From an optimization exercise on the open Yosys and OpenROAD flow, aimed at small area; shortcuts taken in it are not production practice.
Where RTL was checked, it was by simulation tests only, not by an equivalence proof against the original.
Only the layout flow was run in run 5; the RTL was not checked for function there.
Power and IR drop assume default switching activity.

--- design/flow/flow/run.sh ---
#!/bin/bash
# standard layout; smallest port buffers; CTS without dummy loads
set -euo pipefail
export BUFFER_PORTS_ARGS="-buffer_cell sky130_fd_sc_hd__buf_1"
export CTS_ARGS="-sink_clustering_enable -repair_clock_nets -dont_use_dummy_load -sink_clustering_size 20 -sink_clustering_max_diameter 60 -buf_list {sky130_fd_sc_hd__clkbuf_8 sky130_fd_sc_hd__clkbuf_16}"
bash standard.sh > flow_standard.log 2>&1
--- design/flow/standard.sh ---
#!/bin/bash
# synth_recipe.tcl (not shown) runs the flow's synth.tcl, then flattens the netlist and writes it again
# the make line also repeats each setting of config.mk as NAME=value (left out here)
make -C /OpenROAD-flow-scripts/flow DESIGN_CONFIG=/design/flow/config.mk WORK_HOME=/design/flow/orfs CLKGATE_MAP_FILE= SYNTH_SCRIPT=/design/flow/synth_recipe.tcl "${@:-finish}"
--- design/flow/config.mk ---
export PLATFORM = sky130hd
export DESIGN_NAME = lc3_core
export DESIGN_NICKNAME = lc3_core
export VERILOG_FILES = /design/flow/design.v
export SDC_FILE = /design/flow/constraint.sdc
export NUM_CORES = 4
export LEC_CHECK = 0
export ABC_AREA = 1
export CAP_MARGIN = 20
export CORE_MARGIN = 2
export CORE_UTILIZATION = 50
export SLEW_MARGIN = 20
--- design/flow/constraint.sdc ---
create_clock -name core_clock -period 10.0 [get_ports {clk}]
set_input_delay 2.0000 -clock core_clock [delete_from_list [all_inputs] [get_ports {clk}]]
set_output_delay 2.0000 -clock core_clock [all_outputs]
set_load 0.01 [all_outputs]
--- design/flow/design.v ---
module lc3_core (
    input  wire        clk,
    input  wire        reset,         
    output wire        mem_req,
    output wire        mem_we,
    output wire [15:0] mem_addr,
    output wire [15:0] mem_wdata,
    input  wire [15:0] mem_rdata,
    input  wire        mem_ready,
    input  wire        kbd_avail,
    input  wire [7:0]  kbd_char,
    output wire        kbd_take,
    output wire        disp_emit,
    output wire [7:0]  disp_char,
    output wire        halted,
    output wire        double_fault
);
    localparam [3:0] S_INIT  = 4'd0,    
                     S_FETCH = 4'd1,    
                     S_EX    = 4'd2,    
                     S_LDW   = 4'd3,    
                     S_PTR   = 4'd4,    
                     S_POP2  = 4'd5,    
                     S_SWAP  = 4'd6,    
                     S_ENT1  = 4'd7,    
                     S_ENT2  = 4'd8,    
                     S_VEC   = 4'd9,    
                     S_PCT   = 4'd10,   
                     S_INTW  = 4'd11,   
                     S_INT   = 4'd12,   
                     S_STOP  = 4'd13;
    localparam [1:0] VK_PRIV = 2'd0, VK_TRAP = 2'd1, VK_INT = 2'd2, VK_ILL = 2'd3;
    reg [127:0] gpr;         
    reg [15:0]  pc;          
    reg [15:0]  spo;         
    reg [15:0]  ir;
    reg [15:0]  mar;
    reg [15:0]  t;
    reg [3:0]   bc;
    reg [3:0]   state;
    reg         pend;        
    reg         act;         
    reg         cy;          
    reg         acc;         
    reg [1:0]   vk;
    reg         priv;
    reg [2:0]   prio;
    reg [2:0]   nzp;
    reg         halted_r;
    reg         df_r;
    reg         ie;
    wire first = (bc == 4'd0);
    wire last  = (bc == 4'd15);
    wire [3:0] op = ir[15:12];
    wire op_add = (op == 4'b0001);
    wire op_and = (op == 4'b0101);
    wire op_not = (op == 4'b1001);
    wire op_br  = (op == 4'b0000);
    wire op_jsr = (op == 4'b0100);
    wire op_jmp = (op == 4'b1100);
    wire op_rti = (op == 4'b1000);
    wire op_lea = (op == 4'b1110);
    wire op_mem = op[1] & ~(op[3] & op[2]);                    
    wire op_reg = (op[3:1] == 3'b011);                         
    wire op_ld  = (op[1:0] == 2'b10) & ~op[2];                 
    wire op_ind = (op[3:1] == 3'b101);                         
    wire op_st  = op[1] & op[0];                               
    wire op_opr = op_add | op_and | op_not | op_lea;           
    reg illegal;
    always @(*) begin
        case (op)
            4'b0001, 4'b0101: illegal = (ir[5] == 1'b0) && (ir[4:3] != 2'b00);
            4'b0100:          illegal = (ir[11] == 1'b0) && ((ir[10:9] != 2'b00) || (ir[5:0] != 6'd0));
            4'b1000:          illegal = (ir[11:0] != 12'd0);
            4'b1001:          illegal = (ir[5:0] != 6'b111111);
            4'b1100:          illegal = (ir[11:9] != 3'd0) || (ir[5:0] != 6'd0);
            4'b1101:          illegal = 1'b1;
            4'b1111:          illegal = (ir[11:8] != 4'd0);
            default:          illegal = 1'b0;
        endcase
    end
    wire run = act & ~pend;
    wire ex  = (state == S_EX);
    wire [2:0] ri = (ex & ~op_rti) ? ir[8:6] : 3'd6;
    wire g0 = gpr[{ri, 4'd0}];
    wire [2:0] ri2 = op_st ? ir[11:9] : ir[2:0];
    wire g2 = gpr[{ri2, 4'd0}];
    wire pc0  = pc[0];
    wire spo0 = spo[0];
    wire t0   = t[0];
    wire irbc  = ir[bc];
    wire imm5  = (bc > 4'd4)  ? ir[4]  : irbc;
    wire off6  = (bc > 4'd5)  ? ir[5]  : irbc;
    wire off9  = (bc > 4'd8)  ? ir[8]  : irbc;
    wire off11 = (bc > 4'd10) ? ir[10] : irbc;
    reg vbit;
    always @(*) begin
        case (vk)
            VK_TRAP: vbit = ~bc[3] & irbc;
            VK_PRIV: vbit = 1'b0;
            VK_ILL:  vbit = first;
            default: vbit = (bc == 4'd7) | (bc == 4'd8);
        endcase
    end
    reg psrbit;
    always @(*) begin
        case (bc)
            4'd0:  psrbit = nzp[0];
            4'd1:  psrbit = nzp[1];
            4'd2:  psrbit = nzp[2];
            4'd8:  psrbit = prio[0];
            4'd9:  psrbit = prio[1];
            4'd10: psrbit = prio[2];
            4'd15: psrbit = priv;
            default: psrbit = 1'b0;
        endcase
    end
    reg a, b, cin0;
    always @(*) begin
        a = 1'b0; b = 1'b0; cin0 = 1'b0;
        case (state)
            S_INIT:  a = (bc == 4'd12) | (bc == 4'd13);
            S_FETCH: begin a = pc0; cin0 = 1'b1; end
            S_EX: begin
                if (op_add | op_and)      begin a = g0; b = ir[5] ? imm5 : g2; end
                else if (op_reg)          begin a = g0; b = off6; end
                else if (op_jsr & ir[11]) begin a = pc0; b = off11; end
                else if (op_rti)          begin a = g0; cin0 = 1'b1; end
                else if (op_not | op_jsr | op_jmp) a = g0;
                else                      begin a = pc0; b = off9; end    
            end
            S_LDW, S_PTR, S_PCT: a = t0;
            S_POP2: begin a = g0; cin0 = 1'b1; end
            S_SWAP: a = spo0;
            S_ENT1: begin a = priv ? spo0 : g0; b = 1'b1; end
            S_ENT2: begin a = g0; b = 1'b1; end
            S_VEC:  a = vbit;
            default: ;
        endcase
    end
    wire ci   = first ? cin0 : cy;
    wire sum  = a ^ b ^ ci;
    wire cout = (a & b) | (a & ci) | (b & ci);
    wire res  = (ex & op_and) ? (a & b) :
                (ex & op_not) ? ~a : sum;
    wire rtest = (ex & op_mem) | (state == S_PTR);
    wire m = (state == S_ENT1) ? (first | ~a) :
             rtest             ? ((bc < 4'd9) | res) : ~res;
    wire accf = (first | acc) & m;
    wire io_page  = (mar[15:3] == 13'h1FC0) & ~mar[0];
    wire acc_kbsr = io_page & (mar[2:1] == 2'd0);
    wire acc_kbdr = io_page & (mar[2:1] == 2'd1);
    wire acc_dsr  = io_page & (mar[2:1] == 2'd2);
    wire acc_ddr  = io_page & (mar[2:1] == 2'd3);
    wire [15:0] dev_rdata = {(acc_kbsr & kbd_avail) | acc_dsr,
                             acc_kbsr & ie,
                             6'd0,
                             (acc_kbdr & kbd_avail) ? kbd_char : 8'd0};
    wire [15:0] rdata = io_page ? dev_rdata : mem_rdata;
    wire is_wr    = (state == S_ENT2) | (state == S_VEC) | (state == S_INTW);
    wire acc_done = pend & (io_page | mem_ready);
    assign mem_req   = pend & ~io_page;
    assign mem_we    = is_wr;
    assign mem_addr  = mar;
    assign mem_wdata = t;
    assign kbd_take  = pend & ~is_wr & acc_kbdr & kbd_avail;
    assign disp_emit = pend & is_wr & acc_ddr;
    assign disp_char = t[7:0];
    assign halted       = halted_r;
    assign double_fault = df_r;
    wire int_req  = kbd_avail & ie & ~prio[2];
    wire br_taken = (ir[11] & nzp[2]) | (ir[10] & nzp[1]) | (ir[9] & nzp[0]);
    wire legal = ~illegal;
    reg [7:0] gwe;
    reg       gwd;
    always @(*) begin
        gwe = 8'd0;
        gwd = res;
        if (run) begin
            case (state)
                S_INIT: begin gwe = 8'hFF; gwd = 1'b0; end
                S_EX: begin
                    if (op_opr & legal) gwe[ir[11:9]] = 1'b1;
                    if (op_jsr & legal) begin gwe[7] = 1'b1; gwd = pc0; end
                    if (op_rti & legal & ~priv) gwe[6] = 1'b1;
                end
                S_LDW:  gwe[ir[11:9]] = 1'b1;
                S_POP2, S_ENT1, S_ENT2: gwe[6] = 1'b1;
                S_SWAP: gwe[6] = priv;
                default: ;
            endcase
        end
    end
    wire pc_ex  = (op_br & br_taken) | ((op_jsr | op_jmp) & legal);
    wire pc_we  = run & ((state == S_INIT) | (state == S_FETCH) | (ex & pc_ex) |
                         (state == S_POP2) | (state == S_PCT));
    wire pc_d   = (state == S_POP2) ? t0 : res;
    wire spo_we = run & ((state == S_INIT) | (((state == S_SWAP) | (state == S_ENT1)) & priv));
    wire spo_d  = (state == S_INIT) ? res : g0;
    integer k;
    always @(posedge clk) begin
        for (k = 0; k < 8; k = k + 1)
            gpr[16*k +: 16] <= {gwe[k] ? gwd : gpr[16*k], gpr[16*k+1 +: 15]};
        pc  <= {pc_we ? pc_d : pc[0], pc[15:1]};
        spo <= {spo_we ? spo_d : spo[0], spo[15:1]};
    end
    wire mar_sh = run & ((state == S_FETCH) | (ex & (op_mem | op_rti)) | (state == S_PTR) |
                         (state == S_POP2) | (state == S_ENT1) | (state == S_ENT2) |
                         (state == S_VEC));
    wire mar_d = ((state == S_FETCH) | (state == S_POP2) | (ex & op_rti)) ? a : res;
    reg  t_d;
    always @(*) begin
        case (state)
            S_ENT1:  t_d = psrbit;
            S_ENT2:  t_d = pc0;
            default: t_d = g2;
        endcase
    end
    always @(posedge clk) begin
        if (mar_sh)
            mar <= {mar_d, mar[15:1]};
        if (acc_done && ex)
            ir <= rdata;
        if (acc_done && ~is_wr)
            t <= rdata;
        else if (run)
            t <= {t_d, t[15:1]};
        cy  <= cout;
        acc <= accf;
    end
    reg [3:0] nst;
    always @(*) begin
        nst = state;
        case (state)
            S_INIT:  nst = S_FETCH;
            S_FETCH: nst = S_EX;
            S_EX: begin
                if (illegal)
                    nst = S_ENT1;
                else if (op_mem)
                    nst = (priv & accf) ? S_ENT1 : op_ind ? S_PTR : op_st ? S_INTW : S_LDW;
                else if (op_rti)
                    nst = priv ? S_ENT1 : S_POP2;
                else if (op == 4'b1111)
                    nst = (ir[7:0] == 8'h25) ? S_STOP : S_ENT1;
                else
                    nst = S_INT;
            end
            S_LDW:   nst = S_INT;
            S_PTR:   nst = (priv & accf) ? S_ENT1 : op_st ? S_INTW : S_LDW;
            S_POP2:  nst = S_SWAP;
            S_SWAP:  nst = S_INT;
            S_ENT1:  nst = accf ? S_STOP : S_ENT2;
            S_ENT2:  nst = S_VEC;
            S_VEC:   nst = S_PCT;
            S_PCT:   nst = (vk == VK_INT) ? S_FETCH : S_INT;
            S_INT, S_INTW: nst = int_req ? S_ENT1 : S_FETCH;
            default: ;
        endcase
    end
    wire npend = (nst == S_EX) | (nst == S_LDW) | (nst == S_PTR) | (nst == S_POP2) |
                 (nst == S_SWAP) | (nst == S_ENT2) | (nst == S_VEC) | (nst == S_PCT) |
                 (nst == S_INTW);
    wire step = run & last;
    always @(posedge clk) begin
        if (reset) begin
            bc       <= 4'd0;
            state    <= S_INIT;
            pend     <= 1'b0;
            act      <= 1'b1;
            priv     <= 1'b1;
            prio     <= 3'd0;
            nzp      <= 3'b010;
            halted_r <= 1'b0;
            df_r     <= 1'b0;
            ie       <= 1'b0;
            vk       <= VK_PRIV;
        end else begin
            bc  <= bc + 4'd1;
            act <= last | (act & ~acc_done);
            if (step) begin
                state <= nst;
                pend  <= npend;
            end else if (acc_done)
                pend <= 1'b0;
            if (acc_done && is_wr && acc_kbsr)
                ie <= t[14];
            if (acc_done && state == S_SWAP) begin
                priv <= rdata[15];
                prio <= rdata[10:8];
                nzp  <= rdata[2:0];
            end
            if (step && (ex | (state == S_PTR) | (state == S_INT) | (state == S_INTW)))
                vk <= {(state == S_INT) | (state == S_INTW) | (ex & illegal),
                       ex & (illegal | (op == 4'b1111))};
            if (step && ((ex & op_opr & legal) | (state == S_LDW)))
                nzp <= {res, accf, ~res & ~accf};
            if (step && ex && op == 4'b1111 && ~illegal && ir[7:0] == 8'h25)
                halted_r <= 1'b1;
            if (step && state == S_ENT1) begin
                if (accf) df_r <= 1'b1;
                else      priv <= 1'b0;
            end
            if (step && state == S_ENT2 && vk == VK_INT)
                prio <= 3'd4;
        end
    end
endmodule
==> impl_metrics.toml, run 1 <==
[layout]
diodes = 0
area_growth_pct = 10.3
final_cell_area_um2 = 8930
fillerInstances = 1477
layout-drive-gt1-share_pct = 5.41
nets = 965

[setup_path]
worstSetupEndpointType = "primary output"
r2r_start = "ir[13]"
endpoint = "kbd_take"
crit_type = "in -> out"
startpoint = "kbd_avail"
r2r_slack_ns = 5.58
start_kind = "input pin"
cp_max_fo = 3
worst_ep_arrival_time_ns = 2.61
required_ns = 8.00
timing.rr.end = "pend"
reg2reg_depth = 27

[clock_network]
clk_pin_slew_ns = 0.08
cts_setup_buffers = 0
cts_resized = 0
cts.sinks = 232
clk_latency_ns = 0.49
cts_htree_levels = 1
cts_hold_buf = 0
clockRootBuffer = "clkbuf_16"
cts_tree = "built"
clk_path_buf_depth = 3
numCtsBuffers = 16

[die]
die_w_um = 131
io_pins = 74
initial_core_util_pct = 51.0
core-area_um2 = 15900
num_rows = 46
fp.dieH_um = 131
die_area_um2 = 17200

[yosys]
synthFlopType = "dfxtp_1"
synthTopCellsByArea = "dfxtp_1 (45%), edfxtp_1 (18%), nand2_1 (8.5%)"
synth_cell_types = 44
synth_top_cell_by_area = "dfxtp_1"
synthesis.area_um2 = 8100
asyncSetResetFlopFracSynth_pct = 0
synth-edff-count = 48
synth_common_cells = "dfxtp_1 (184), nand2_1 (183), inv_1 (94)"
synth.top_cell.area_share_pct = 45.5
yosys_warnings = 1
synth_nets = 894
yosysSeqAreaShare_pct = 63.2
ys_ff_latch = 232
avgSynthCellArea_um2 = 9.48
synthCells = 855
synth_most_common_cell = "dfxtp_1"

[placed_design]
io_buffers = 73
gp_congestion = 0.970
hpwl_um = 14100
place_area_um2 = 8530

[sta]
worstMarginPinSlew_ns = 0.800
drv_slew = 0
tns_ns = 0
skew_ns = 0.0425
finalSetupViolCount = 0
fin_crit_sh_pct = 46.1
hold_violations = 0
rsz0062_at_grt = "false"
fin_crit_ns = 4.61
max_freq_mhz = 217
slew_headroom_pct = 46.6

[routing]
postRouteWirelength_um = 18700
drtPass1Iterations = 5
ant_nets = 0
drc_errors = 0
drt-initial-drc-count = 445
wl_per_cell_um = 16.4
vias_per_cell = 5.14
via_count = 5859

[global_route]
grt_max_degree = 24
track_usage_pct = 21.7
grt_pass1_vias = 5565
antenna_found_initial = 0
grt_first_pass_wirelength_um = 29800
grt_overflow = 0

[run]
drv_cap = 0

[hold_path]
hold_path_class = "reg -> reg"
hp-start = "gpr[87]"

[status]
status = "finished clean"

[power_and_ir_drop]
power_density_nw_per_um2 = 178
peakVddDrop_v = 0.000179
p_leak_nw = 3.73
[worst min path at each step]
stage,slack (ns),endpoint,cells after the start
after floorplan,0.31,gpr[0],0
after global placement,0.31,gpr[42],0
after detailed placement,0.31,gpr[91],0
after CTS,0.32,gpr[84],0
after global routing,0.33,gpr[68],0
final,0.32,gpr[86],0
[cells by family (layout without fill, tap and decap cells)]
logic type / after synthesis / count (layout) / synth area share [%]
and+or+nand+nor: 340 / 340 / 18.1
buffers and inverters: 130 / 199 / 6.64
DFF: 232 / 232 / 63.2
adders and majority gates: 11 / 11 / 1.79
AOI/OAI and AO/OA: 142 / 142 / 10.3
[report_power, final]
part | internal [mW] | switching, mW | total [mW]
Clock | 0.284 | 0.278 | 0.562
Combinational | 0.0142 | 0.0287 | 0.0429
Sequential | 0.974 | 0.00896 | 0.983
Total | 1.27 | 0.316 | 1.59
[area by class of cell]
class                   count  area [um^2]  area share, %
clock buffers              16          400           4.48
repair buffers             76          297           3.32
inverters                 107          402           4.50
flip-flops and latches    232         5120           57.4
well taps                 216          270           3.02
multi-input cells         493         2440           27.3
[placed cells by master (no fill, tap or decap), types with 4 or more instances in the layout]
| master | netlist | final |
|---|---|---|
| nand3_2 | 4 | 4 |
| dfxtp_1 | 184 | 184 |
| clkbuf_16 | 0 | 16 |
| a21oi_1 | 45 | 45 |
| nand4_1 | 11 | 11 |
| nor4_1 | 7 | 7 |
| nor2_2 | 7 | 7 |
| nand2_1 | 183 | 183 |
| inv_1 | 94 | 94 |
| buf_1 | 0 | 73 |
| edfxtp_1 | 48 | 48 |
| o21ai_0 | 45 | 45 |
| o211ai_1 | 10 | 10 |
| inv_2 | 11 | 11 |
| ha_1 | 10 | 10 |
| nand3_1 | 35 | 35 |
| nor3_1 | 10 | 10 |
| a31oi_1 | 17 | 17 |
| nor2_1 | 75 | 75 |
[critical path: stages]
cell     delay [ns]
buf_1          0.14
nand3_1        0.12
nor3_1         0.18
buf_1          0.17
[metrics by stage]
stage / std cells / utilization (%) / setup WS, ns / hold slack (ns) / power, mW
floorplan: 855 / - / 5.61 / 0.310 / 1.03
CTS: 1140 / 56.2 / 5.39 / 0.324 / 1.61
detailed placement: 1124 / 53.7 / 5.39 / 0.312 / 1.05
global placement: 1124 / 53.7 / 5.43 / 0.312 / 1.05
global route: 1140 / 56.2 / 5.08 / 0.329 / 1.65
finish: 1140 / 56.2 / 5.39 / 0.317 / 1.59
[sequential cells by signal, summed over array words and instances (netlist names), 2 cells and up]
name and flops:
vk 2, prio 3, mar 16, spo 16, pc 16, bc 4, gpr 128, t 16
nzp 3, state 4, ir 16
[layer usage]
metal | vias to the layer above | GRT usage, % | routed length [um] | part of all wire [%]
met5 | - | 0 | 0 | 0
met4 | 0 | 8.51 | 790 | 4.2
met3 | 45 | 3.16 | 1030 | 5.5
met2 | 180 | 33.5 | 8130 | 44
met1 | 2701 | 31.0 | 8720 | 47
li1 | 2933 | - | - | -
==> run 2: changes to the inputs <==
==> design/flow/flow/run.sh (replaced) <==
#!/bin/bash
# standard layout; smallest port buffers; CTS without dummy loads
set -euo pipefail
export BUFFER_PORTS_ARGS="-buffer_cell sky130_fd_sc_hd__buf_1"
export CTS_ARGS="-sink_clustering_enable -repair_clock_nets -dont_use_dummy_load -sink_clustering_size 16 -sink_clustering_max_diameter 50 -buf_list {sky130_fd_sc_hd__clkbuf_8}"
bash standard.sh > flow_standard.log 2>&1
==> run 2 against run 1 <==
  * Cell count rose by 0.53%
  * Count of clock-buffer cells in the layout rose by 6
  * Largest power group unchanged
  * Die area did not move
  * Worst setup slack improved by 0.011 ns
  * Sequential share of layout area rose by 0.63 points
==> impl_metrics.toml, run 2 <==
[clock_network]
clk_latency_ns = 0.54
cts_htree_levels = 1
cts_hold_buf = 0
numCtsBuffers = 22
cts_setup_buffers = 0
cts_resized = 0
clockRootBuffer = "clkbuf_8"
clk_path_buf_depth = 3
cts.sinks = 232
cts_tree = "built"
clk_pin_slew_ns = 0.09

[placed_design]
io_buffers = 73
place_area_um2 = 8530
dp_slack_ns = 5.39
hpwl_um = 14100
gp_congestion = 0.970

[yosys]
synth_top_cell_by_area = "dfxtp_1"
synth_cell_types = 44
yosysSeqAreaShare_pct = 63.2
synth-edff-count = 48
avgSynthCellArea_um2 = 9.48
synthesis.area_um2 = 8100
synth_nets = 894
synth_most_common_cell = "dfxtp_1"
synth_common_cells = "dfxtp_1 (184), nand2_1 (183), inv_1 (94)"
synthCells = 855
synth.top_cell.area_share_pct = 45.5
asyncSetResetFlopFracSynth_pct = 0
synthTopCellsByArea = "dfxtp_1 (45%), edfxtp_1 (18%), nand2_1 (8.5%)"
yosys_warnings = 1
synthFlopType = "dfxtp_1"
ys_ff_latch = 232

[sta]
finalSetupViolCount = 0
setup_ws_ns = 5.40
hold_violations = 0
drv_slew = 0
max_freq_mhz = 218
worstMarginPinSlew_ns = 0.789
slew_headroom_pct = 47.4
skew_ns = 0.0500
rsz0062_at_grt = "false"
fin_crit_ns = 4.60
tns_ns = 0
fin_crit_sh_pct = 46.0

[global_route]
antenna_found_initial = 0
grt_max_degree = 24
grt_pass1_vias = 5617
track_usage_pct = 21.7
grt_first_pass_wirelength_um = 29800
grt_overflow = 0

[power_and_ir_drop]
p_leak_nw = 3.70
peakVddDrop_v = 0.000153
power_density_nw_per_um2 = 169

[layout]
largest_reg_flops = 128
diodes = 0
regMostFlops = "gpr"
final_cell_area_um2 = 8840
fillerInstances = 1494
area_growth_pct = 9.05
nets = 971
layout-drive-gt1-share_pct = 6.02
most-common-layout-cells = "dfxtp_1 (184), nand2_1 (183), inv_1 (94)"
seqCellArea_um2 = 5120
multi_input_area_um2 = 2440
layout_commonest_cell = "dfxtp_1"

[routing]
postRouteWirelength_um = 18700
wl_per_cell_um = 16.3
drtPass1Iterations = 5
via_count = 5900
drt-initial-drc-count = 459
ant_nets = 0
drc_errors = 0
vias_per_cell = 5.15

[hold_path]
hold_path_class = "reg -> reg"

[setup_path]
worst_ep_arrival_time_ns = 2.60
start_kind = "input pin"
crit_path_frequent_cell = "buf_1"
worstSetupEndpointType = "primary output"
crit_slowest_cell = "nor3_1"
path_cells = "buf_1 -> nand3_1 -> nor3_1 -> buf_1"
crit_type = "in -> out"
cp_max_fo = 3
required_ns = 8.00
slowest_delay_ns = 0.18

[die]
die_area_um2 = 17200
die_w_um = 131
core-area_um2 = 15900
fp.dieH_um = 131
initial_core_util_pct = 51.0
num_rows = 46
io_pins = 74

[status]
status = "finished clean"

[run]
drv_cap = 0
-- run 2: logic make-up (layout without fill, tap and decap cells) --
logic type | Yosys count | count (layout) | share of synthesized area (%)
AO/OA/AOI/OAI | 142 | 142 | 10.3
buffers and inverters | 130 | 205 | 6.64
flip-flops | 232 | 232 | 63.2
adder cells (fa/ha/maj) | 11 | 11 | 1.79
AND/OR/NAND/NOR | 340 | 340 | 18.1
-- run 2: path summary, 6_finish.rpt --
path         startpoint  cells after the start  endpoint  slack, ns
min             gpr[17]                      0   gpr[16]       0.31
min reg2reg     gpr[17]                      0   gpr[16]       0.31
max reg2reg      ir[13]                     26      pend       5.59
max           kbd_avail                      4  kbd_take       5.40
-- run 2: power by group --
group          internal (mW)  switching (mW)  leakage (nW)  total [mW]
clock                  0.196           0.268         0.158       0.464
combinational         0.0142          0.0288          1.58      0.0430
sequential             0.974         0.00890          1.96       0.983
total                   1.18           0.306          3.70        1.49
-- run 2: final cells by class --
type,instances,share of cell area [%]
tap,216,3.06
clock buffer,22,3.43
multi-input combinational,493,27.6
timing repair buffer,76,3.36
sequential,232,58.0
inverter,107,4.54
-- run 2: worst max-delay path: cells and delay by family --
kind                   cells  cell delay [ns]
buffers and inverters      2             0.30
and+or+nand+nor            2             0.30
-- run 2: through the flow --
step | instances | hold WS [ns] | util [%] | power (mW)
floorplan | 855 | 0.310 | - | 1.03
global placement | 1124 | 0.312 | 53.7 | 1.05
detailed placement | 1124 | 0.312 | 53.7 | 1.05
global route | 1146 | 0.301 | 55.6 | 1.55
CTS | 1146 | 0.299 | 55.6 | 1.51
finish | 1146 | 0.306 | 55.6 | 1.49
-- run 2: layer usage --
metal	vias up	wire length [um]	GRT usage [%]	part of all wire, %
li1	2947	-	-	-
met1	2716	8840	30.9	47
met2	193	8220	33.5	44
met3	44	970	3.67	5.2
met4	0	682	8.21	3.6
met5	-	0	0	0
==> run 3: changes to the inputs <==
==> design/flow/flow/run.sh (replaced) <==
#!/bin/bash
# standard layout; smallest port buffers; CTS without dummy loads
set -euo pipefail
export BUFFER_PORTS_ARGS="-buffer_cell sky130_fd_sc_hd__buf_1"
export CTS_ARGS="-sink_clustering_enable -repair_clock_nets -dont_use_dummy_load -sink_clustering_size 40 -sink_clustering_max_diameter 70 -buf_list {sky130_fd_sc_hd__clkbuf_16}"
bash standard.sh > flow_standard.log 2>&1
==> run 3 against run 2 <==
  * Largest power group unchanged
  * Synthesized cell count unchanged
  * Sequential power about the same
  * Still clean on timing, DRC and antenna
  * Utilization up 0.14 points
==> impl_metrics.toml, run 3 <==
[power_and_ir_drop]
internal_power_mw = 1.22
peakVddDrop_v = 0.000187
seq_power_share_pct = 64.7
power_switching_mw = 0.299
power_density_nw_per_um2 = 172
p_leak_nw = 3.70
power_frac_comb_pct = 2.8
swShare_pct = 19.7
clkPwrFrac_pct = 32.5
power.total_mw = 1.52

[yosys]
yosysSeqAreaShare_pct = 63.2
synthCells = 855
synth_nets = 894
synth_top_cell_by_area = "dfxtp_1"
synthTopCellsByArea = "dfxtp_1 (45%), edfxtp_1 (18%), nand2_1 (8.5%)"
synth_cell_types = 44
synthesis.area_um2 = 8100
yosys_warnings = 1
synth.top_cell.area_share_pct = 45.5
synth-edff-count = 48
synthFlopType = "dfxtp_1"
avgSynthCellArea_um2 = 9.48
asyncSetResetFlopFracSynth_pct = 0
synth_most_common_cell = "dfxtp_1"
synth_common_cells = "dfxtp_1 (184), nand2_1 (183), inv_1 (94)"
ys_ff_latch = 232

[routing]
postRouteWirelength_um = 18400
ant_nets = 0
via_count = 5851
drt-initial-drc-count = 482
drc_errors = 0
drtPass1Iterations = 6
vias_per_cell = 5.15
wl_per_cell_um = 16.2

[sta]
hold_violations = 0
fin_crit_sh_pct = 46.2
tns_ns = 0
rsz0062_at_grt = "false"
finalSetupViolCount = 0
max_freq_mhz = 217
setup_ws_ns = 5.38
fin_crit_ns = 4.62
skew_ns = 0.0455
drv_slew = 0
hold_slack_ns = 0.289
worstMarginPinSlew_ns = 0.804
slew_headroom_pct = 46.4

[clock_network]
numCtsBuffers = 13
clockRootBuffer = "clkbuf_16"
clk_path_buf_depth = 3
cts.sinks = 232
cts_tree = "built"
cts_htree_levels = 1
cts_resized = 0
clk_pin_slew_ns = 0.12
cts_hold_buf = 0
clk_latency_ns = 0.49
cts_setup_buffers = 0

[hold_path]
min_to = "spo[6]"
hp-start = "spo[7]"
min_path_cells = 0
hold_path_class = "reg -> reg"

[placed_design]
hpwl_um = 14100
io_buffers = 73
dp_slack_ns = 5.39
gp_congestion = 0.970

[layout]
most-common-layout-cells = "dfxtp_1 (184), nand2_1 (183), inv_1 (94)"
nets = 962
layout_commonest_cell = "dfxtp_1"
area_growth_pct = 9.33
largest_reg_flops = 128
regMostFlops = "gpr"
layout-drive-gt1-share_pct = 5.10
diodes = 0

[setup_path]
reg2reg_depth = 27
start_kind = "input pin"
r2r_slack_ns = 5.64
required_ns = 8.00
worstSetupEndpointType = "primary output"
timing.rr.end = "pend"
worst_ep_arrival_time_ns = 2.62
r2r_start = "ir[13]"
startpoint = "kbd_avail"
cp_max_fo = 3
crit_type = "in -> out"

[global_route]
grt_first_pass_wirelength_um = 29600
track_usage_pct = 21.6
grt_max_degree = 41
grt_overflow = 0
antenna_found_initial = 0
grt_pass1_vias = 5512

[die]
die_w_um = 131
initial_core_util_pct = 51.0
fp.dieH_um = 131
io_pins = 74
die_area_um2 = 17200
num_rows = 46
core-area_um2 = 15900

[status]
status = "finished clean"

[run]
drv_cap = 0
==> run 3: changes by cell type in the layout (fill, tap and decap cells not counted), sizes merged <==
cell,previous run,this run
clkbuf,22,13
==> run 3: worst max path at each step <==
stage	slack [ns]	cells after the start	endpoint
3_5_place_dp	5.39	4	kbd_take
5_1_grt	5.08	8	disp_emit
2_1_floorplan	5.61	2	kbd_take
3_3_place_gp	5.43	4	kbd_take
4_1_cts	5.38	4	kbd_take
6_report	5.38	4	kbd_take
==> run 3: cell families after synthesis <==
logic type	count (synthesis)	synth area share, %
buffers and inverters	130	6.64
adder cells (fa/ha/maj)	11	1.79
flip-flops	232	63.2
AO/OA/AOI/OAI	142	10.3
AND/OR/NAND/NOR	340	18.1
==> run 3: metrics by stage <==
| step | utilization [%] | area [um^2] | instances |
|---|---|---|---|
| global route | 55.8 | 8860 | 1137 |
| detailed placement | 53.7 | 8530 | 1124 |
| CTS | 55.8 | 8860 | 1137 |
| floorplan | - | 8100 | 855 |
| global placement | 53.7 | 8530 | 1124 |
| finish | 55.8 | 8860 | 1137 |
==> run 3: power groups by stage <==
stage	registers, mW	clock network (mW)	logic, mW
3_3_place_gp	1.00	0	0.0419
2_1_floorplan	0.999	0	0.0294
5_1_grt	0.985	0.546	0.0489
6_report	0.983	0.494	0.0429
4_1_cts	0.983	0.514	0.0426
3_5_place_dp	1.00	0	0.0422
==> run 3: worst max-delay path: stages <==
cell,delay (ns)
buf_1,0.14
nand3_1,0.12
nor3_1,0.18
buf_1,0.17
==> run 3: final cells by class <==
class / count / area [um^2]
Timing Repair Buffer: 76 / 297
Tap cell: 216 / 270
Multi-Input combinational cell: 493 / 2440
Fill cell: 1486 / 7030
Sequential cell: 232 / 5120
Inverter: 107 / 402
Clock buffer: 13 / 325
==> run 3: layer usage <==
layer  part of all wire (%)  vias up  GRT usage (%)
met3                    4.9       44           3.24
met5                      0        -              0
met2                     44      177           33.3
met4                    3.8        0           8.09
li1                       -     2936              -
met1                     47     2694           30.8
==> run 4: changes to the inputs <==
==> design/flow/flow/run.sh (replaced) <==
#!/bin/bash
# standard layout; smallest port buffers; CTS without dummy loads
set -euo pipefail
export BUFFER_PORTS_ARGS="-buffer_cell sky130_fd_sc_hd__buf_1"
export CTS_ARGS="-sink_clustering_enable -repair_clock_nets -dont_use_dummy_load -sink_clustering_size 30 -sink_clustering_max_diameter 80 -buf_list {sky130_fd_sc_hd__clkbuf_16}"
bash standard.sh > flow_standard.log 2>&1
==> run 4 against run 3 <==
  * Still clean
  * Clock power decreased by 3%
  * Area after synthesis unchanged
  * Sequential share of layout area increased by 0.16 points
  * Critical path type unchanged
  * Largest power group unchanged
==> impl_metrics.toml, run 4 <==
[yosys]
synthCells = 855
yosysSeqAreaShare_pct = 63.2
synthesis.area_um2 = 8100
synth-edff-count = 48
asyncSetResetFlopFracSynth_pct = 0
synth_cell_types = 44
synth_most_common_cell = "dfxtp_1"
synth_nets = 894
ys_ff_latch = 232
synthFlopType = "dfxtp_1"
synth_top_cell_by_area = "dfxtp_1"
avgSynthCellArea_um2 = 9.48
yosys_warnings = 1
synth.top_cell.area_share_pct = 45.5
synth_common_cells = "dfxtp_1 (184), nand2_1 (183), inv_1 (94)"
synthTopCellsByArea = "dfxtp_1 (45%), edfxtp_1 (18%), nand2_1 (8.5%)"

[sta]
worstMarginPinSlew_ns = 0.783
hold_violations = 0
fin_crit_ns = 4.60
drv_slew = 0
hold_slack_ns = 0.312
max_freq_mhz = 218
setup_ws_ns = 5.40
skew_ns = 0.0237
fin_crit_sh_pct = 46.0
slew_headroom_pct = 47.8
rsz0062_at_grt = "false"
finalSetupViolCount = 0
tns_ns = 0

[placed_design]
place_area_um2 = 8530
hpwl_um = 14100
gp_congestion = 0.970
io_buffers = 73
dp_slack_ns = 5.39

[die]
num_rows = 46
core-area_um2 = 15900
initial_core_util_pct = 51.0
io_pins = 74
fp.dieH_um = 131
die_area_um2 = 17200
die_w_um = 131

[layout]
largest_reg_flops = 128
fillerInstances = 1490
final_core_util_pct = 55.6
area_growth_pct = 9.02
layout-drive-gt1-share_pct = 5.00
most-common-layout-cells = "dfxtp_1 (184), nand2_1 (183), inv_1 (94)"
layout_commonest_cell = "dfxtp_1"
diodes = 0
seqCellArea_um2 = 5120
regMostFlops = "gpr"
multi_input_area_um2 = 2440
final_cell_area_um2 = 8830
nets = 961

[setup_path]
cp_max_fo = 3
required_ns = 8.00
crit_type = "in -> out"
start_kind = "input pin"
worstSetupEndpointType = "primary output"
worst_ep_arrival_time_ns = 2.60

[routing]
drc_errors = 0
postRouteWirelength_um = 18500
ant_nets = 0
drtPass1Iterations = 7
wl_per_cell_um = 16.3
via_count = 5935
drt-initial-drc-count = 502
vias_per_cell = 5.22

[global_route]
grt_max_degree = 31
antenna_found_initial = 0
grt_first_pass_wirelength_um = 29500
grt_pass1_vias = 5496
track_usage_pct = 21.5
grt_overflow = 0

[clock_network]
clk_path_buf_depth = 3
clk_pin_slew_ns = 0.10
numCtsBuffers = 12
clockRootBuffer = "clkbuf_16"
cts_tree = "built"
cts_setup_buffers = 0
cts.sinks = 232
cts_htree_levels = 1
clk_latency_ns = 0.47
cts_hold_buf = 0
cts_resized = 0

[status]
status = "finished clean"

[hold_path]
hold_path_class = "reg -> reg"

[power_and_ir_drop]
peakVddDrop_v = 0.000171
p_leak_nw = 3.69
power_density_nw_per_um2 = 170

[run]
drv_cap = 0
run 4: power breakdown:
part	internal (mW)	switching, mW
Clock	0.216	0.262
Combinational	0.0142	0.0287
Sequential	0.974	0.00889
Total	1.20	0.300
run 4: kinds of logic (layout without fill, tap and decap cells):
logic type / count (synthesis) / in the layout / synth area share (%)
AO/OA/AOI/OAI: 142 / 142 / 10.3
adder cells (fa/ha/maj): 11 / 11 / 1.79
buffers and inverters: 130 / 195 / 6.64
flip-flops: 232 / 232 / 63.2
AND/OR/NAND/NOR: 340 / 340 / 18.1
run 4: routing by layer:
metal  vias up  global-route usage [%]  part of all wire (%)
met5         -                       0                     0
met4         0                    6.94                   3.4
met3        49                    3.09                   5.0
met2       191                    33.3                    44
met1      2764                    31.2                    48
li1       2931                       -                     -
run 4: cell type report:
class                           count  area share, %
Timing Repair Buffer               76           3.36
Inverter                          107           4.55
Sequential cell                   232           58.0
Tap cell                          216           3.06
Multi-Input combinational cell    493           27.6
Clock buffer                       12           3.40
run 4: worst paths after layout:
check / from / to / slack [ns] / cells after the start
max: kbd_avail / kbd_take / 5.40 / 4
min: gpr[82] / gpr[81] / 0.31 / 0
max reg2reg: ir[13] / pend / 5.61 / 28
min reg2reg: gpr[82] / gpr[81] / 0.31 / 0
run 4: metrics by stage:
stage / power, mW / cells
final: 1.50 / 1136
after global routing: 1.56 / 1136
after CTS: 1.52 / 1136
after detailed placement: 1.05 / 1124
after global placement: 1.05 / 1124
after floorplan: 1.03 / 855
run 4: critical path: stages:
cell and delay [ns]:
buf_1 0.13, nand3_1 0.12, nor3_1 0.18, buf_1 0.17
==> run 5: changes to the inputs <==
--- a/design/flow/design.v
+++ b/design/flow/design.v
@@ -29,5 +29,6 @@
                      S_INTW  = 4'd11,   
                      S_INT   = 4'd12,   
-                     S_STOP  = 4'd13;
+                     S_HALT  = 4'd13,   
+                     S_DFLT  = 4'd14;   
     localparam [1:0] VK_PRIV = 2'd0, VK_TRAP = 2'd1, VK_INT = 2'd2, VK_ILL = 2'd3;
     reg [127:0] gpr;         
@@ -47,6 +48,4 @@
     reg [2:0]   prio;
     reg [2:0]   nzp;
-    reg         halted_r;
-    reg         df_r;
     reg         ie;
     wire first = (bc == 4'd0);
@@ -167,6 +166,6 @@
     assign disp_emit = pend & is_wr & acc_ddr;
     assign disp_char = t[7:0];
-    assign halted       = halted_r;
-    assign double_fault = df_r;
+    assign halted       = (state == S_HALT);
+    assign double_fault = (state == S_DFLT);
     wire int_req  = kbd_avail & ie & ~prio[2];
     wire br_taken = (ir[11] & nzp[2]) | (ir[10] & nzp[1]) | (ir[9] & nzp[0]);
@@ -243,5 +242,5 @@
                     nst = priv ? S_ENT1 : S_POP2;
                 else if (op == 4'b1111)
-                    nst = (ir[7:0] == 8'h25) ? S_STOP : S_ENT1;
+                    nst = (ir[7:0] == 8'h25) ? S_HALT : S_ENT1;
                 else
                     nst = S_INT;
@@ -251,5 +250,5 @@
             S_POP2:  nst = S_SWAP;
             S_SWAP:  nst = S_INT;
-            S_ENT1:  nst = accf ? S_STOP : S_ENT2;
+            S_ENT1:  nst = accf ? S_DFLT : S_ENT2;
             S_ENT2:  nst = S_VEC;
             S_VEC:   nst = S_PCT;
@@ -272,8 +271,5 @@
             prio     <= 3'd0;
             nzp      <= 3'b010;
-            halted_r <= 1'b0;
-            df_r     <= 1'b0;
             ie       <= 1'b0;
-            vk       <= VK_PRIV;
         end else begin
             bc  <= bc + 4'd1;
@@ -296,10 +292,6 @@
             if (step && ((ex & op_opr & legal) | (state == S_LDW)))
                 nzp <= {res, accf, ~res & ~accf};
-            if (step && ex && op == 4'b1111 && ~illegal && ir[7:0] == 8'h25)
-                halted_r <= 1'b1;
-            if (step && state == S_ENT1) begin
-                if (accf) df_r <= 1'b1;
-                else      priv <= 1'b0;
-            end
+            if (step && state == S_ENT1)
+                priv <= 1'b0;
             if (step && state == S_ENT2 && vk == VK_INT)
                 prio <= 3'd4;
==> run 5 against run 4 <==
  * Still clean
  * Cell count shrank 0.18%
  * Worst setup slack lost 0.86 ns
  * Die area is essentially flat
  * Wire length grew 2.0%
  * Clock power is essentially flat
  * First-iteration DRC count grew 8.4%
  * Sequential share of layout area shrank 0.26 points
  * Non-clock buffer count is the same
  * Utilization grew 0.23 points
  * Synthesized cell count shrank 0.47%
==> impl_metrics.toml, run 5 <==
[power_and_ir_drop]
peakVddDrop_v = 0.000132
p_leak_nw = 3.72
power_density_nw_per_um2 = 169
power.total_mw = 1.50

[yosys]
synth_cell_types = 41
synthesis.area_um2 = 8100
avgSynthCellArea_um2 = 9.51
synth_top_cell_by_area = "dfxtp_1"
synthCells = 851
synth_nets = 889
synthTopCellsByArea = "dfxtp_1 (45%), edfxtp_1 (19%), nand2_1 (7.6%)"
synth_most_common_cell = "dfxtp_1"
asyncSetResetFlopFracSynth_pct = 0
ys_ff_latch = 230
synth-edff-count = 50
synth_common_cells = "dfxtp_1 (180), nand2_1 (163), inv_1 (96)"
yosys_warnings = 1
yosysSeqAreaShare_pct = 63.1
synth.top_cell.area_share_pct = 44.5
synthFlopType = "dfxtp_1"

[setup_path]
path_cells = "buf_1 -> inv_1 -> nor3_1 -> nand2_1 -> nor2_1 -> buf_1"
worst_ep_arrival_time_ns = 3.46
slowest_delay_ns = 0.81
required_ns = 8.00
crit_type = "in -> out"
start_kind = "input pin"
cp_max_fo = 9
crit_slowest_cell = "nor3_1"
crit_path_frequent_cell = "buf_1"
r2r_start = "ir[13]"
worstSetupEndpointType = "primary output"
startpoint = "kbd_avail"

[global_route]
antenna_found_initial = 0
met1_usage_pct = 31.8
grt_pass1_vias = 5683
grt_first_pass_wirelength_um = 30000
grt_util_met2_pct = 33.2
globalRouteMet3Util_pct = 2.70
grt_overflow = 0
track_usage_pct = 21.7
top_usage_layer = "met2"
grt_max_degree = 31

[clock_network]
cts_resized = 0
cts_hold_buf = 0
cts_tree = "built"
cts.sinks = 230
clk_path_buf_depth = 3
clk_latency_ns = 0.48
numCtsBuffers = 12
cts_setup_buffers = 0
clockRootBuffer = "clkbuf_16"
cts_htree_levels = 1
clk_pin_slew_ns = 0.10

[sta]
hold_slack_ns = 0.304
hold_violations = 0
rsz0062_at_grt = "false"
max_freq_mhz = 183
fin_crit_ns = 5.46
slew_headroom_pct = 29.1
fin_crit_sh_pct = 54.6
worstMarginPinSlew_ns = 1.06
drv_slew = 0
tns_ns = 0
skew_ns = 0.0327
finalSetupViolCount = 0

[die]
fp.dieH_um = 131
die_area_um2 = 17200
die_w_um = 131
core-area_um2 = 15800
num_rows = 46
initial_core_util_pct = 51.2
io_pins = 74

[layout]
final_core_util_pct = 55.8
most-common-layout-cells = "dfxtp_1 (180), nand2_1 (163), inv_1 (96)"
layout_commonest_cell = "dfxtp_1"
final_cell_area_um2 = 8840
layout-drive-gt1-share_pct = 5.01
regMostFlops = "gpr"
diodes = 0
area_growth_pct = 9.18
largest_reg_flops = 128
nets = 958

[routing]
drc_errors = 0
vias_per_cell = 5.22
ant_nets = 0
wl_per_cell_um = 16.7
drtPass1Iterations = 5
via_count = 5915
drt-initial-drc-count = 544
postRouteWirelength_um = 18900

[placed_design]
place_area_um2 = 8540
gp_congestion = 0.908
io_buffers = 73
hpwl_um = 14300

[hold_path]
hold_path_class = "reg -> reg"
hp-start = "gpr[4]"

[status]
status = "finished clean"

[run]
drv_cap = 0
==> run 5: cell count changes after synthesis, moves of 5 or more <==
cell,before,now
nand3_1,35,40
inv_2,11,5
nand2_1,183,163
nor2_1,75,93
nor2_2,7,2
==> run 5: final timing paths <==
check / to / slack [ns] / cells after the start
max: kbd_take / 4.54 / 6
min reg2reg: gpr[3] / 0.30 / 0
min: gpr[3] / 0.30 / 0
max reg2reg: pend / 5.61 / 27
==> run 5: logic make-up after synthesis <==
kind of cell               synth area share (%)
AOI/OAI and AO/OA                          9.49
adders and majority gates                  1.64
buffers and inverters                      6.43
DFF                                        63.1
muxes                                     0.247
and+or+nand+nor                            19.1
==> run 5: per-stage QoR <==
stage	setup WS, ns	std cells
2_1_floorplan	5.16	851
3_3_place_gp	4.77	1122
3_5_place_dp	4.63	1122
4_1_cts	4.63	1134
5_1_grt	4.45	1134
6_report	4.54	1134
==> run 5: worst max-delay path, delay by kind of cell <==
family	cells	cell delay [ns]
buf+inv	3	0.36
simple gates	3	1.10
==> run 5: layout make-up <==
class	count	area, um^2
clock buffers	12	300
flip-flops and latches	230	5100
well taps	216	270
fillers	1422	6990
multi-input cells	496	2480
inverters	104	390
repair buffers	76	297
==> run 5: power breakdown <==
group | leakage, nW | total [mW] | switching [mW] | internal (mW)
combinational | 1.62 | 0.0441 | 0.0295 | 0.0145
sequential | 1.95 | 0.976 | 0.00926 | 0.967
clock | 0.148 | 0.477 | 0.260 | 0.216
==> run 5: metal layers <==
layer	routed length (um)	vias to the layer above	share of wire [%]
li1	-	2923	-
met1	9140	2753	48
met2	8200	198	43
met3	952	41	5.0
met4	609	0	3.2
met5	0	-	0
==> run 6: changes to the inputs <==
--- a/design/flow/design.v
+++ b/design/flow/design.v
@@ -88,5 +88,5 @@
     wire spo0 = spo[0];
     wire t0   = t[0];
-    wire irbc  = ir[bc];
+    wire irbc  = bc[3] ? (bc[1] ? ir[10] : bc[0] ? ir[9] : ir[8]) : ir[bc[2:0]];
     wire imm5  = (bc > 4'd4)  ? ir[4]  : irbc;
     wire off6  = (bc > 4'd5)  ? ir[5]  : irbc;
@@ -204,7 +204,5 @@
         spo <= {spo_we ? spo_d : spo[0], spo[15:1]};
     end
-    wire mar_sh = run & ((state == S_FETCH) | (ex & (op_mem | op_rti)) | (state == S_PTR) |
-                         (state == S_POP2) | (state == S_ENT1) | (state == S_ENT2) |
-                         (state == S_VEC));
+    wire mar_sh = ~pend;
     wire mar_d = ((state == S_FETCH) | (state == S_POP2) | (ex & op_rti)) ? a : res;
     reg  t_d;
@@ -219,7 +217,7 @@
         if (mar_sh)
             mar <= {mar_d, mar[15:1]};
-        if (acc_done && ex)
+        if (pend && ex)
             ir <= rdata;
-        if (acc_done && ~is_wr)
+        if (pend && ~is_wr)
             t <= rdata;
         else if (run)
@@ -287,5 +285,5 @@
                 nzp  <= rdata[2:0];
             end
-            if (step && (ex | (state == S_PTR) | (state == S_INT) | (state == S_INTW)))
+            if (step && (state != S_ENT1) && (state != S_ENT2) && (state != S_VEC) && (state != S_PCT))
                 vk <= {(state == S_INT) | (state == S_INTW) | (ex & illegal),
                        ex & (illegal | (op == 4'b1111))};
--- a/design/flow/config.mk
+++ b/design/flow/config.mk
@@ -10,3 +10,4 @@
 export CORE_MARGIN = 2
 export CORE_UTILIZATION = 50
+export GPL_TIMING_DRIVEN = 0
 export SLEW_MARGIN = 20
==> run 6 against run 5 <==
  * Worst setup slack improved by 0.85 ns
  * Maximum frequency rose by 18%
  * Critical path type is now reg -> out
  * Sequential power fell by 3.0%
  * Utilization rose by 0.19 points
  * Synthesized cell count fell by 2.6%
  * First-iteration DRC count fell by 25%
==> impl_metrics.toml, run 6 <==
[status]
status = "finished clean"

[layout]
largest_reg_flops = 128
nets = 953
diodes = 0
layout_commonest_cell = "dfxtp_1"
area_growth_pct = 10.6
multi_input_area_um2 = 2340
layout-drive-gt1-share_pct = 5.15
seqCellArea_um2 = 5100
fin_cells = 1129
most-common-layout-cells = "dfxtp_1 (180), nand2_1 (170), inv_1 (100)"
fillerInstances = 1405
regMostFlops = "gpr"

[routing]
via_count = 5740
drtPass1Iterations = 5
vias_per_cell = 5.08
wl_per_cell_um = 16.0
postRouteWirelength_um = 18100
ant_nets = 0
drc_errors = 0
drt-initial-drc-count = 406

[power_and_ir_drop]
power.total_mw = 1.45
p_leak_nw = 3.77
power_density_nw_per_um2 = 165
peakVddDrop_v = 0.000138

[setup_path]
worstSetupEndpointType = "primary output"
worst_ep_arrival_time_ns = 2.61
start_kind = "flip-flop"
cp_max_fo = 10
required_ns = 8.00
crit_type = "reg -> out"

[yosys]
synthesis.area_um2 = 7960
ys_ff_latch = 230
synth.top_cell.area_share_pct = 45.3
synth_nets = 867
synthTopCellsByArea = "dfxtp_1 (45%), edfxtp_1 (19%), nand2_1 (8.0%)"
synth-edff-count = 50
avgSynthCellArea_um2 = 9.61
synthCells = 829
synth_most_common_cell = "dfxtp_1"
synthFlopType = "dfxtp_1"
synth_cell_types = 47
yosysSeqAreaShare_pct = 64.1
asyncSetResetFlopFracSynth_pct = 0
yosys_warnings = 1
synth_top_cell_by_area = "dfxtp_1"
synth_common_cells = "dfxtp_1 (180), nand2_1 (170), inv_1 (100)"

[sta]
hold_violations = 0
hold_slack_ns = 0.324
drv_slew = 0
rsz0062_at_grt = "false"
fin_crit_ns = 4.61
setup_ws_ns = 5.39
tns_ns = 0
finalSetupViolCount = 0
max_freq_mhz = 217
worstMarginPinSlew_ns = 0.823
slew_headroom_pct = 45.1
skew_ns = 0.0406
fin_crit_sh_pct = 46.1

[die]
fp.dieH_um = 130
core-area_um2 = 15700
io_pins = 74
num_rows = 46
initial_core_util_pct = 50.7
die_area_um2 = 17000
die_w_um = 130

[clock_network]
clockRootBuffer = "clkbuf_16"
cts_htree_levels = 1
cts_resized = 0
numCtsBuffers = 12
cts.sinks = 230
cts_tree = "built"
clk_latency_ns = 0.48
clk_path_buf_depth = 3
cts_hold_buf = 0
clk_pin_slew_ns = 0.10
cts_setup_buffers = 0

[placed_design]
place_inst = 1117
hpwl_um = 14000
io_buffers = 72
dp_slack_ns = 5.42
gp_congestion = 0.973

[global_route]
antenna_found_initial = 0
grt_pass1_vias = 5312
grt_overflow = 0
grt_max_degree = 31
track_usage_pct = 21.6
grt_first_pass_wirelength_um = 28000

[hold_path]
hold_path_class = "reg -> reg"

[run]
drv_cap = 0
[run 6: cell types whose count changed in the layout (fill, tap and decap cells not counted), moves of 3 or more]
cell | before | now
nand3_2 | 8 | 3
nor2_1 | 93 | 80
buf_4 | 3 | 10
nor3_1 | 10 | 7
nand4_1 | 13 | 9
nand2_1 | 163 | 170
nor4_1 | 8 | 3
o21ai_0 | 48 | 41
inv_1 | 96 | 100
clkbuf_1 | 0 | 8
[run 6: stage by stage]
step | instance area [um^2] | util [%]
after global routing | 8810 | 56.0
after global placement | 8500 | 54.1
after CTS | 8810 | 56.0
after floorplan | 7960 | -
final | 8810 | 56.0
after detailed placement | 8510 | 54.1
[run 6: kinds of logic after synthesis]
kind of cell               share of synthesized area (%)
and+or+nand+nor                                     17.4
AOI/OAI and AO/OA                                   9.82
muxes                                              0.377
buffers and inverters                               6.55
adders and majority gates                           1.67
DFF                                                 64.1
xor gates and xnor gates                           0.110
[run 6: metal layers]
metal | track usage (%) | wire length [um]
met5 | 0 | 0
met4 | 6.33 | 485
met3 | 3.24 | 825
met2 | 33.6 | 7870
met1 | 31.5 | 8900
[run 6: path summary, 6_finish.rpt]
check | start | slack (ns) | cells after the start | to
max reg2reg | ir[13] | 5.74 | 26 | pend
min reg2reg | gpr[106] | 0.32 | 0 | gpr[105]
min | gpr[106] | 0.32 | 0 | gpr[105]
max | state[0] | 5.39 | 9 | kbd_take
[run 6: where the power goes]
part	internal (mW)	total (mW)	switching, mW
Clock	0.216	0.476	0.260
Combinational	0.0100	0.0283	0.0183
Sequential	0.945	0.947	0.00157
[run 6: cell type report]
type                       count  share of cell area (%)
buffer                        21                    1.36
clock buffer                  12                    3.41
inverter                     107                    4.56
multi-input combinational    471                    26.6
sequential                   230                    58.0
tap                          216                    3.07
timing repair buffer          72                    3.07
[run 6: worst max-delay path, cell delays in order, from the launching register on]
cell and delay (ns):
dfxtp_1 0.49, inv_2 0.11, nand2_4 0.12, inv_1 0.07, nor2_1 0.35, nor2_1 0.22, inv_1 0.17, clkbuf_1 0.40
nor2_1 0.10, buf_1 0.14
==> run 7: changes to the inputs <==
--- a/design/flow/config.mk
+++ b/design/flow/config.mk
@@ -10,4 +10,3 @@
 export CORE_MARGIN = 2
 export CORE_UTILIZATION = 50
-export GPL_TIMING_DRIVEN = 0
 export SLEW_MARGIN = 20
==> run 7 against run 6 <==
  * Still clean
  * Non-clock buffer count fell by 18
  * Global-route usage fell by 0.72 points
  * Hold slack got worse by 0.015 ns
  * Maximum frequency fell by 4.2%
  * Sequential power barely moved
  * Cell area fell by 1.2%
  * Combinational power fell by 6%
  * Via count rose by 0.64%
  * Register-to-register slack improved by 0.20 ns
  * Largest cell class unchanged
  * Highest routed layer unchanged
==> impl_metrics.toml, run 7 <==
[status]
status = "finished clean"

[clock_network]
cts_tree = "built"
numCtsBuffers = 12
cts_hold_buf = 0
cts_setup_buffers = 0
cts.sinks = 230
cts_htree_levels = 1
cts_resized = 0
clk_pin_slew_ns = 0.10
clk_latency_ns = 0.46
clk_path_buf_depth = 3
clockRootBuffer = "clkbuf_16"

[layout]
area_growth_pct = 9.29
largest_reg_flops = 128
diodes = 0
layout-drive-gt1-share_pct = 3.91
final_cell_area_um2 = 8700
final_core_util_pct = 55.4
most-common-layout-cells = "dfxtp_1 (180), nand2_1 (170), inv_1 (100)"
seqCellArea_um2 = 5100
regMostFlops = "gpr"
multi_input_area_um2 = 2340
layout_commonest_cell = "dfxtp_1"
nets = 935
fillerInstances = 1420

[setup_path]
r2r_slack_ns = 5.94
cp_max_fo = 15
r2r_start = "bc[0]"
startpoint = "mar[3]"
crit_type = "reg -> out"
timing.rr.end = "pend"
worst_ep_arrival_time_ns = 2.82
start_kind = "flip-flop"
required_ns = 8.00
worstSetupEndpointType = "primary output"
reg2reg_depth = 29

[yosys]
yosysSeqAreaShare_pct = 64.1
synthFlopType = "dfxtp_1"
synth_nets = 867
ys_ff_latch = 230
synth_cell_types = 47
synth_top_cell_by_area = "dfxtp_1"
yosys_warnings = 1
synthTopCellsByArea = "dfxtp_1 (45%), edfxtp_1 (19%), nand2_1 (8.0%)"
synthesis.area_um2 = 7960
synth-edff-count = 50
synthCells = 829
synth.top_cell.area_share_pct = 45.3
synth_common_cells = "dfxtp_1 (180), nand2_1 (170), inv_1 (100)"
avgSynthCellArea_um2 = 9.61
asyncSetResetFlopFracSynth_pct = 0
synth_most_common_cell = "dfxtp_1"

[hold_path]
hp-start = "gpr[60]"
min_path_cells = 0
min_to = "gpr[59]"
hold_path_class = "reg -> reg"

[sta]
fin_crit_ns = 4.82
skew_ns = 0.0229
hold_violations = 0
finalSetupViolCount = 0
rsz0062_at_grt = "false"
fin_crit_sh_pct = 48.2
drv_slew = 0
worstMarginPinSlew_ns = 0.816
max_freq_mhz = 208
tns_ns = 0
slew_headroom_pct = 45.6

[die]
die_w_um = 130
core-area_um2 = 15700
initial_core_util_pct = 50.7
io_pins = 74
fp.dieH_um = 130
num_rows = 46
die_area_um2 = 17000

[global_route]
grt_first_pass_wirelength_um = 27400
track_usage_pct = 20.9
grt_overflow = 0
grt_max_degree = 31
antenna_found_initial = 0
grt_pass1_vias = 5183

[routing]
drc_errors = 0
drt-initial-drc-count = 418
drtPass1Iterations = 5
postRouteWirelength_um = 17900
ant_nets = 0
vias_per_cell = 5.20
via_count = 5777
wl_per_cell_um = 16.1

[placed_design]
place_area_um2 = 8400
gp_congestion = 0.961
hpwl_um = 13500
io_buffers = 73

[run]
drv_cap = 0

[power_and_ir_drop]
power_density_nw_per_um2 = 166
p_leak_nw = 3.70
peakVddDrop_v = 0.000132
## run 7: cell types whose count changed in the layout (fill, tap and decap cells not counted)
| cell | previous run | this run |
|---|---|---|
| nor2_2 | 2 | 1 |
| buf_1 | 72 | 73 |
| clkbuf_2 | 1 | 0 |
| buf_2 | 2 | 0 |
| buf_4 | 10 | 2 |
| clkbuf_1 | 8 | 0 |
| nor2_1 | 80 | 81 |
## run 7: cell type report
type | instances | area share, %
clock buffer | 12 | 3.45
inverter | 107 | 4.62
timing repair buffer | 75 | 3.32
multi-input combinational | 471 | 26.8
tap | 216 | 3.11
sequential | 230 | 58.7
## run 7: worst max-delay path by stage
stage / end / slack [ns] / depth (start not counted)
5_1_grt: kbd_take / 4.94 / 7
3_3_place_gp: kbd_take / 5.47 / 4
6_report: kbd_take / 5.18 / 7
2_1_floorplan: kbd_take / 5.72 / 2
3_5_place_dp: kbd_take / 5.45 / 4
4_1_cts: kbd_take / 5.17 / 7
## run 7: kinds of logic (layout without fill, tap and decap cells)
logic type | Yosys count | count (layout) | synth area share, %
AO/OA/AOI/OAI | 132 | 132 | 9.82
XOR/XNOR | 1 | 1 | 0.110
adder cells (fa/ha/maj) | 10 | 10 | 1.67
buffers and inverters | 128 | 194 | 6.55
flip-flops | 230 | 230 | 64.1
multiplexers | 3 | 3 | 0.377
AND/OR/NAND/NOR | 325 | 325 | 17.4
## run 7: power by group
group          switching (mW)  internal [mW]  leakage [nW]
registers             0.00274          0.945          1.99
clock network           0.256          0.216         0.148
logic                  0.0170        0.00951          1.56
## run 7: through the flow
step	power (mW)	setup slack (ns)	hold WS, ns	instances
finish	1.45	5.18	0.309	1111
global route	1.50	4.94	0.321	1111
CTS	1.46	5.17	0.313	1111
detailed placement	0.996	5.45	0.312	1099
global placement	0.995	5.47	0.310	1099
floorplan	0.986	5.72	0.310	829
## run 7: worst max-delay path, cell delays in order (launching register included)
cell	delay, ns
edfxtp_1	0.42
or4_1	0.51
nor4_1	0.19
nand2_1	0.40
inv_1	0.37
nand4_1	0.19
nor2_1	0.12
buf_1	0.16
## run 7: per-layer routing
| metal | part of all wire [%] | up-vias | track usage, % |
|---|---|---|---|
| met4 | 1.8 | 0 | 5.19 |
| met3 | 5.7 | 29 | 2.95 |
| met5 | 0 | - | 0 |
| met1 | 48 | 2730 | 30.5 |
| met2 | 45 | 180 | 33.0 |
| li1 | - | 2838 | - |
==> run 8: changes to the inputs <==
==> design/flow/flow/run.sh (replaced) <==
#!/bin/bash
# standard layout; smallest port buffers; CTS without dummy loads
set -euo pipefail
export BUFFER_PORTS_ARGS="-buffer_cell sky130_fd_sc_hd__buf_1"
export CTS_ARGS="-sink_clustering_enable -repair_clock_nets -dont_use_dummy_load -sink_clustering_size 22 -sink_clustering_max_diameter 70 -buf_list {sky130_fd_sc_hd__clkbuf_8} -root_buf sky130_fd_sc_hd__clkbuf_16"
bash standard.sh > flow_standard.log 2>&1
==> run 8 against run 7 <==
  * Non-clock buffer count stayed put
  * Sequential power about the same
  * Sequential share of layout area up 0.41 points
  * Still clean on timing, DRC and antenna
  * Critical endpoint unchanged
==> impl_metrics.toml, run 8 <==
[yosys]
synthesis.area_um2 = 7960
synth_common_cells = "dfxtp_1 (180), nand2_1 (170), inv_1 (100)"
synthFlopType = "dfxtp_1"
synth.top_cell.area_share_pct = 45.3
synth_most_common_cell = "dfxtp_1"
asyncSetResetFlopFracSynth_pct = 0
synthCells = 829
ys_ff_latch = 230
synth_cell_types = 47
synthTopCellsByArea = "dfxtp_1 (45%), edfxtp_1 (19%), nand2_1 (8.0%)"
synth_top_cell_by_area = "dfxtp_1"
synth_nets = 867
yosysSeqAreaShare_pct = 64.1
avgSynthCellArea_um2 = 9.61
yosys_warnings = 1
synth-edff-count = 50

[routing]
vias_per_cell = 5.19
wl_met1_um = 8620
drtPass1Iterations = 6
top_layer_used = "met4"
ant_nets = 0
drt-initial-drc-count = 424
wl_met3_um = 983
wl_met2_um = 7930
postRouteWirelength_um = 18000
via_count = 5781
wl_per_cell_um = 16.2
drc_errors = 0

[power_and_ir_drop]
internal_power_mw = 1.12
power_switching_mw = 0.277
peakVddDrop_v = 0.000111
power_density_nw_per_um2 = 162
swShare_pct = 19.9
p_leak_nw = 3.68
power_frac_comb_pct = 1.9
seq_power_share_pct = 67.9
clkPwrFrac_pct = 30.2

[global_route]
track_usage_pct = 21.1
grt_max_degree = 24
grt_pass1_vias = 5241
grt_overflow = 0
antenna_found_initial = 0
grt_first_pass_wirelength_um = 27600

[clock_network]
clk_pin_slew_ns = 0.11
cts_resized = 0
clockRootBuffer = "clkbuf_16"
cts.sinks = 230
cts_htree_levels = 1
cts_hold_buf = 0
clk_latency_ns = 0.48
clk_path_buf_depth = 3
cts_tree = "built"
cts_setup_buffers = 0
numCtsBuffers = 15

[setup_path]
cp_max_fo = 15
worst_path_dominant_cell_family = "simple AND/OR/NAND/NOR gates"
required_ns = 8.00
path_cells = "or4_1 -> nor4_1 -> nand2_1 -> inv_1 -> nand4_1 -> nor2_1 -> buf_1"
r2r_start = "bc[0]"
slowest_delay_ns = 0.53
startpoint = "mar[4]"
start_kind = "flip-flop"
worst_ep_arrival_time_ns = 2.87
crit_type = "reg -> out"
crit_slowest_cell = "or4_1"
crit_buf_inv = 2
worstSetupEndpointType = "primary output"

[layout]
diodes = 0
layout_commonest_cell = "dfxtp_1"
layout-drive-gt1-share_pct = 4.23
most-common-layout-cells = "dfxtp_1 (180), nand2_1 (170), inv_1 (100)"
area_growth_pct = 8.53
nets = 938
largest_reg_flops = 128
final_cell_area_um2 = 8640
regMostFlops = "gpr"
fin_cells = 1114

[sta]
drv_slew = 0
skew_ns = 0.0380
setup_ws_ns = 5.13
worstMarginPinSlew_ns = 0.833
fin_crit_sh_pct = 48.7
tns_ns = 0
rsz0062_at_grt = "false"
slew_headroom_pct = 44.5
max_freq_mhz = 205
hold_violations = 0
fin_crit_ns = 4.87
finalSetupViolCount = 0

[die]
io_pins = 74
core-area_um2 = 15700
initial_core_util_pct = 50.7
die_w_um = 130
die_area_um2 = 17000
num_rows = 46
fp.dieH_um = 130

[hold_path]
hp-start = "pc[9]"
hold_path_class = "reg -> reg"

[placed_design]
io_buffers = 73
dp_slack_ns = 5.45
gp_congestion = 0.961
hpwl_um = 13500
place_inst = 1099
place_area_um2 = 8400

[run]
drv_cap = 0

[status]
status = "finished clean"
## run 8: cell counts after synthesis
No cell type changed its count.
## run 8: through the flow
step	hold WS, ns	total power [mW]	utilization (%)
finish	0.283	1.40	55.0
global route	0.291	1.45	55.0
floorplan	0.310	0.986	-
global placement	0.310	0.995	53.5
CTS	0.286	1.41	55.0
detailed placement	0.312	0.996	53.5
## run 8: layout make-up
| class | count | area, um^2 |
|---|---|---|
| Inverter | 107 | 402 |
| Sequential cell | 230 | 5100 |
| Timing Repair Buffer | 75 | 289 |
| Clock buffer | 15 | 240 |
| Tap cell | 216 | 270 |
| Fill cell | 1436 | 7070 |
| Multi-Input combinational cell | 471 | 2340 |
## run 8: kinds of logic after synthesis
| kind of cell | count (synthesis) | share of synthesized area (%) |
|---|---|---|
| compound gates | 132 | 9.82 |
| buf+inv | 128 | 6.55 |
| flops | 230 | 64.1 |
| mux | 3 | 0.377 |
| simple gates | 325 | 17.4 |
| xor+xnor | 1 | 0.110 |
| fa+ha+maj | 10 | 1.67 |
## run 8: worst paths after layout
path | slack [ns] | to | depth (start not counted)
setup reg to reg | 5.96 | pend | 29
setup / recovery | 5.13 | kbd_take | 7
hold reg to reg | 0.28 | pc[8] | 0
hold / removal | 0.28 | pc[8] | 0
## run 8: power by group through the flow
stage          Sequential [mW]  Combinational [mW]  Clock, mW
6_report                 0.948              0.0266      0.421
5_1_grt                  0.949              0.0300      0.467
4_1_cts                  0.948              0.0264      0.437
3_5_place_dp             0.970              0.0262          0
3_3_place_gp             0.969              0.0260          0
2_1_floorplan            0.968              0.0181          0
## run 8: layer usage
metal  track usage [%]  up-vias
li1                  -     2841
met1              30.2     2717
met2              33.0      182
met3              3.61       41
met4              6.70        0
met5                 0        -

## separate check: timing with driven ports
The results above use ideal ports. As a check the final layouts listed here were re-extracted and re-timed, cells and wires unchanged. Step 1 sets driving cells, clkbuf_16 on the clock port and buf_2 on the other inputs (assumed; they add their load-dependent delay and slew). Step 2 adds t to the input delays and takes it off the output delays; t is the mean of the earliest and latest rising clock arrival at the registers after step 1. Input paths then give back, and output paths get back, about the clock's delay inside the block. Slacks: no drivers / after step 1 / after step 2; pairs: no drivers / after step 1.
run | shift t [ns] | setup slack, ns | latest minus earliest clock arrival (ns) | cell pins on the clock port's net
run 1 | 0.510 | 5.394 / 5.372 / 5.372 | 0.043 / 0.044 | 1
run 2 | 0.549 | 5.405 / 5.366 / 5.383 | 0.050 / 0.051 | 1
run 3 | 0.504 | 5.384 / 5.362 / 5.362 | 0.047 / 0.047 | 1
run 4 | 0.503 | 5.404 / 5.382 / 5.382 | 0.023 / 0.024 | 1
run 5 | 0.502 | 4.541 / 4.504 / 4.504 | 0.033 / 0.033 | 1
run 6 | 0.506 | 5.386 / 5.341 / 5.394 | 0.041 / 0.041 | 1
run 7 | 0.493 | 5.184 / 5.143 / 5.433 | 0.024 / 0.025 | 1
run 8 | 0.503 | 5.132 / 5.091 / 5.424 | 0.038 / 0.038 | 1
After both steps setup and hold are still met in every run listed. The setup slack of run 5, which loses most, moves by -0.037 ns with the drivers and by -0.037 ns with both steps.
